Background: an optimization exercise with open tools, aiming at small area, a short achievable clock period and few clock cycles. Do not read the settings as production practice.
Function was checked by simulation only, so behaviour that the tests miss may differ from the original.
Power figures rest on the tool's default switching activity, not on a simulated workload.

<file path="flow/design.v">
module jc1_lane (
    input  wire       clk,
    input  wire       rst,         
    input  wire       cmd_valid,
    output wire       cmd_ready,
    input  wire [2:0] cmd_op,
    input  wire [7:0] cmd_data,
    output reg        res_valid,
    output reg  [7:0] res_data
);
    localparam OP_RESET  = 3'd0;
    localparam OP_STEP   = 3'd1;
    localparam OP_XOR    = 3'd2;
    localparam OP_WARMUP = 3'd3;
    localparam OP_PEEK_S = 3'd4;
    localparam OP_PEEK_P = 3'd5;
    localparam OP_PEEK_Q = 3'd6;
    localparam ST_IDLE = 2'd0;
    localparam ST_A    = 2'd1;    
    localparam ST_B    = 2'd2;    
    localparam ST_MISC = 2'd3;    
    reg [7:0] S [0:255];
    reg [7:0] p, q;
    reg [1:0] state;
    reg [2:0] op_r;
    reg [7:0] data_r;
    reg [7:0] cnt;                
    assign cmd_ready = (state == ST_IDLE);
    wire accept = cmd_valid && cmd_ready;
    wire [7:0] x_in = (op_r == OP_STEP)   ? data_r :
                      (op_r == OP_WARMUP) ? cnt    : 8'd0;
    wire [7:0] p_next = p + 8'd1;
    wire [7:0] raddr  = (state == ST_A) ? p_next :
                        (state == ST_B) ? q      : data_r;
    wire [7:0] rdata  = S[raddr];
    wire [7:0] t      = rdata + x_in;
    wire [7:0] q_next = q + t;
    reg  [7:0] t_r;
    wire [7:0] r      = t_r + rdata + p;
    reg        we;
    reg  [7:0] waddr;
    reg  [7:0] wdata;
    wire       clear = rst || (state == ST_MISC && op_r == OP_RESET);
    always @(*) begin
        we    = 1'b0;
        waddr = p;
        wdata = r;
        if (state == ST_A) begin
            we    = 1'b1;
            waddr = p_next;
            wdata = t;
        end else if (state == ST_B) begin
            we    = 1'b1;
        end
    end
    integer i;
    always @(posedge clk) begin
        for (i = 0; i < 256; i = i + 1) begin
            if (clear)
                S[i] <= 8'd0;
            else if (we && waddr == i[7:0])
                S[i] <= wdata;
        end
    end
    always @(posedge clk) begin
        if (rst) begin
            state     <= ST_IDLE;
            p         <= 8'd0;
            q         <= 8'd0;
            op_r      <= 3'd0;
            data_r    <= 8'd0;
            cnt       <= 8'd0;
            t_r       <= 8'd0;
            res_valid <= 1'b0;
            res_data  <= 8'd0;
        end else begin
            res_valid <= 1'b0;
            case (state)
                ST_IDLE: begin
                    if (accept) begin
                        op_r   <= cmd_op;
                        data_r <= cmd_data;
                        cnt    <= 8'd0;
                        if (cmd_op == OP_STEP || cmd_op == OP_XOR || cmd_op == OP_WARMUP)
                            state <= ST_A;
                        else
                            state <= ST_MISC;
                    end
                end
                ST_A: begin
                    t_r   <= t;
                    p     <= p_next;
                    q     <= q_next;
                    state <= ST_B;
                end
                ST_B: begin
                    if (op_r == OP_WARMUP && cnt != 8'd255) begin
                        cnt   <= cnt + 8'd1;
                        state <= ST_A;
                    end else begin
                        res_valid <= 1'b1;
                        res_data  <= (op_r == OP_STEP) ? r :
                                     (op_r == OP_XOR)  ? (data_r ^ r) : 8'd0;
                        state     <= ST_IDLE;
                    end
                end
                ST_MISC: begin
                    res_valid <= 1'b1;
                    case (op_r)
                        OP_RESET: begin
                            p        <= 8'd0;
                            q        <= 8'd0;
                            res_data <= 8'd0;
                        end
                        OP_PEEK_S: res_data <= rdata;
                        OP_PEEK_P: res_data <= p;
                        OP_PEEK_Q: res_data <= q;
                        default:   res_data <= 8'd0;
                    endcase
                    state <= ST_IDLE;
                end
            endcase
        end
    end
endmodule
</file>
<file path="flow/run.sh">
#!/bin/bash
# synth_recipe.tcl (not shown) runs the flow's synth.tcl, then flattens the netlist and writes it again
# the make line also repeats each setting of config.mk as NAME=value (left out here)
make -C /OpenROAD-flow-scripts/flow DESIGN_CONFIG=/design/flow/config.mk WORK_HOME=/design/flow/orfs CLKGATE_MAP_FILE= SYNTH_SCRIPT=/design/flow/synth_recipe.tcl finish
</file>
<file path="flow/config.mk">
export PLATFORM = sky130hd
export DESIGN_NAME = jc1_lane
export DESIGN_NICKNAME = jc1_lane
export VERILOG_FILES = /design/flow/design.v
export SDC_FILE = /design/flow/constraint.sdc
export NUM_CORES = 4
export LEC_CHECK = 0
export CAP_MARGIN = 20
export CORE_MARGIN = 2
export CORE_UTILIZATION = 20
export PLACE_DENSITY = 0.35
export SLEW_MARGIN = 20
</file>
<file path="flow/constraint.sdc">
create_clock -name core_clock -period 13.0 [get_ports {clk}]
set_input_delay 2.6000 -clock core_clock [delete_from_list [all_inputs] [get_ports {clk}]]
set_output_delay 2.6000 -clock core_clock [all_outputs]
set_load 0.01 [all_outputs]
</file>
==> results.ini <==
[outcome]
outcome=no timing/DRC/antenna violations

[layout]
synthToLayoutAreaGrowth_pct=27.80
fin_nets=10710
final_core_util_pct=25.61
layout-drive-gt1-share_pct=20.59
fillCellCount=48380

[synthesis]
syn_inst=10250
ys.warnings.count=2
yosysSeqAreaShare_pct=46.51
async_flop_share_pct=0
synth_edf_count=0
synth_top_area_share_pct=46.51
synth_top_area_cell=dfxtp_1
ys_top_cells_by_count=2,345 x nor2_1, 2,102 x dfxtp_1, 1,312 x a211oi_1, 849 x clkbuf_1, 402 x nand2_1
synth_area_leaders=dfxtp_1 47%, a211oi_1 11%, nor2_1 9.7%
avgSynthCellArea_sq_um=8.830
yosysMostFrequentCell=nor2_1
yosysUniqueCellTypes=99
ys.flop_type=dfxtp_1
synth_seq_cells=2102
synth_area_sq_um=90480
synth_fp_nets=10300

[route]
wl_per_cell_um=57.71
drt-vias-per-instance=5.987
drc=0
drt_wl_total_um=981200
first_iter_violations=17270
ant_nets=0
drt_first_pass_iters=6
vias=101800

[clock_network]
cts_tree=built
cts.clk_slew.worst_paths_ps=60
cts_num_sinks=2102
cts_root_buffer=clkbuf_16
cts_hold_buf=0
post_cts_buffers=0
cts_resized=0
cts_buffer_depth=4
cts_buffers=289
clock_latency_ps=1040
htreeDepth=5

[timing]
finalSetupViolCount=0
timing.fmax_mhz=81.49
fin_crit_ps=12270
holdWs_ps=478.3
relSlewSlack_pct=6.719
hold_violations=0
rsz0062_at_grt=false
worst_pin_slew_ps=1394
clock_skew_ps=68.84
timing.final.crit_share_pct=94.39
slew_viol_final=0
fin_setup_tns_ps=0

[setup_path]
crit_type=flop to flop
timing.rr.end=S[76][7]
ff2ff_path_depth=32
worstReg2RegStart=state[0]
cp_max_fo=21
crit_path_top_delay_cell=nor4_1
slowest_delay_ps=1220
r2r_slack_ps=730
worstPathArrival_ps=13130
crit_path_end_kind=flop
crit_top_cell=buf_4
crit_required_ps=13860
start_kind=flop

[grt]
gr-usage-all-layers_pct=41.20
grt_pass1_vias=89060
grt_pass1_wl_um=1192000
grt_overflow=0
antenna_found_initial=256
grt_max_degree=196

[power_and_ir_drop]
power.density_nw_per_um2=286.9
clock_power_share_pct=24.9
swShare_pct=55.08
leakage_nw=35.99
pwr-share-comb_pct=55.2
switching_power_mw=18.27
seqPwrFrac_pct=19.9
intPower_mw=14.90
ir_worst_vdd_mv=0.4846
total_power_mw=33.18

[floorplan]
row_count=247
dieArea_sq_um=457800
start_util_pct=20.04
core_sq_um=451500
die_x_um=676.6
die_h_um=676.6
ios=24

[placement]
globalplace.congestion=1.095
dp_hpwl_um=748400
numPortBuffers=23

[worst_hold_path]
worstHoldEndpoint=S[179][2]
hold_start=S[179][2]
hold_path.class=flop to flop
hold_path_depth=2

[job]
maxCapViolations=0

==> power groups by stage <==
stage	sequential, mW	combinational (mW)	clock [mW]
after floorplan	6.69	6.68	0
after detailed placement	6.75	17.6	0
after global placement	6.75	17.7	0
final	6.61	18.3	8.27
after global routing	6.61	17.7	8.54
after CTS	6.61	17.7	8.33
==> per-stage QoR <==
stage                     instance area [sq um]  setup WS (ps)  std cells
after floorplan                           90480           6178      10250
after global placement                   104800          277.5      16290
after detailed placement                 105700           1494      16340
after CTS                                115100           1425      16840
after global routing                     115300           1096      16890
final                                    115600          729.1      17000
==> cells in the final DEF, fill, tap and decap left out, types with 232 or more instances in the layout <==
cell type,n
a211oi_2,243
a22oi_1,314
buf_4,972
a21oi_1,275
mux2i_1,336
o21ai_0,232
nor2_1,2192
a211oi_1,1310
clkbuf_16,293
dfxtp_1,2102
nand2_1,390
==> logic make-up after synthesis <==
family | share of synthesized area [%]
fa+ha+maj | 0.5808
xor+xnor | 0.3789
simple gates | 16.95
flops | 46.51
compound gates | 26.94
buf+inv | 4.768
mux | 3.873
==> worst max-delay path: cells and delay by family, from the launching register on <==
| family | cells | cell delay (ps) |
|---|---|---|
| simple gates | 7 | 3210 |
| fa+ha+maj | 4 | 1740 |
| xor+xnor | 2 | 860 |
| compound gates | 9 | 3120 |
| buf+inv | 9 | 2530 |
| mux | 1 | 200 |
| flops | 1 | 330 |
==> cell type report <==
type,instances,area [sq um],area share (%)
Multi-Input combinational cell,7106,46500,40.21
Sequential cell,2102,42080,36.39
Timing Repair Buffer,1116,9637,8.334
Clock buffer,423,8461,7.317
Tap cell,5976,7477,6.466
Clock inverter,82,928.4,0.8029
Antenna cell,152,380.4,0.3289
Inverter,46,172.7,0.1493
==> worst max-delay path by stage <==
stage,end,from,slack (ps),cells past startpoint
after floorplan,S[10][7],state[0],6180,30
after global placement,S[8][7],p[0],280,30
after detailed placement,S[76][7],state[0],1490,32
after CTS,S[247][7],state[0],1430,32
after global routing,S[93][7],state[0],1100,32
final,S[76][7],state[0],730,32
==> metal layers <==
| metal | vias to the layer above | global-route usage [%] | wire [um] |
|---|---|---|---|
| met5 | - | 0 | 422 |
| met1 | 52760 | 52.64 | 400800 |
| met4 | 58 | 33.14 | 92430 |
| met3 | 1983 | 10.91 | 91300 |
| li1 | 39040 | - | - |
| met2 | 7963 | 58.06 | 396200 |
==> registers in the layout (all words and copies together) (netlist names) <==
| signal | cells |
|---|---|
| S | 2048 |
| cnt | 8 |
| data_r | 8 |
| op_r | 3 |
| p | 8 |
| q | 8 |
| res_data | 8 |
| res_valid | 1 |
| state | 2 |
| t_r | 8 |
Testbench counts, summed over its fixed seeds: cycles 45,425.

[afterwards: timing with drivers on the ports]
In the flow no input, the clock included, has a driving cell. The finished layout below was timed again as built, in two steps.
Step 1, drivers: a clkbuf_16 drives clk and a buf_2 each remaining input, both assumed.
Step 2 moves the port delays by t, midway between the first and last clock arrival at a register: inputs arrive t later, outputs are due t later. That takes back most of the time a late clock gives input paths.
a / b / c = ideal ports / drivers / drivers and shift; a / b = the first two.
shift t [ns]: 1.109
setup WS [ns]: 0.729 / 0.729 / 0.729
pins driven straight from the clock port: 1
After both steps setup and hold are still met in this run. For this run, drivers alone change the setup slack by 0.000 ns; drivers and shift together by 0.000 ns.
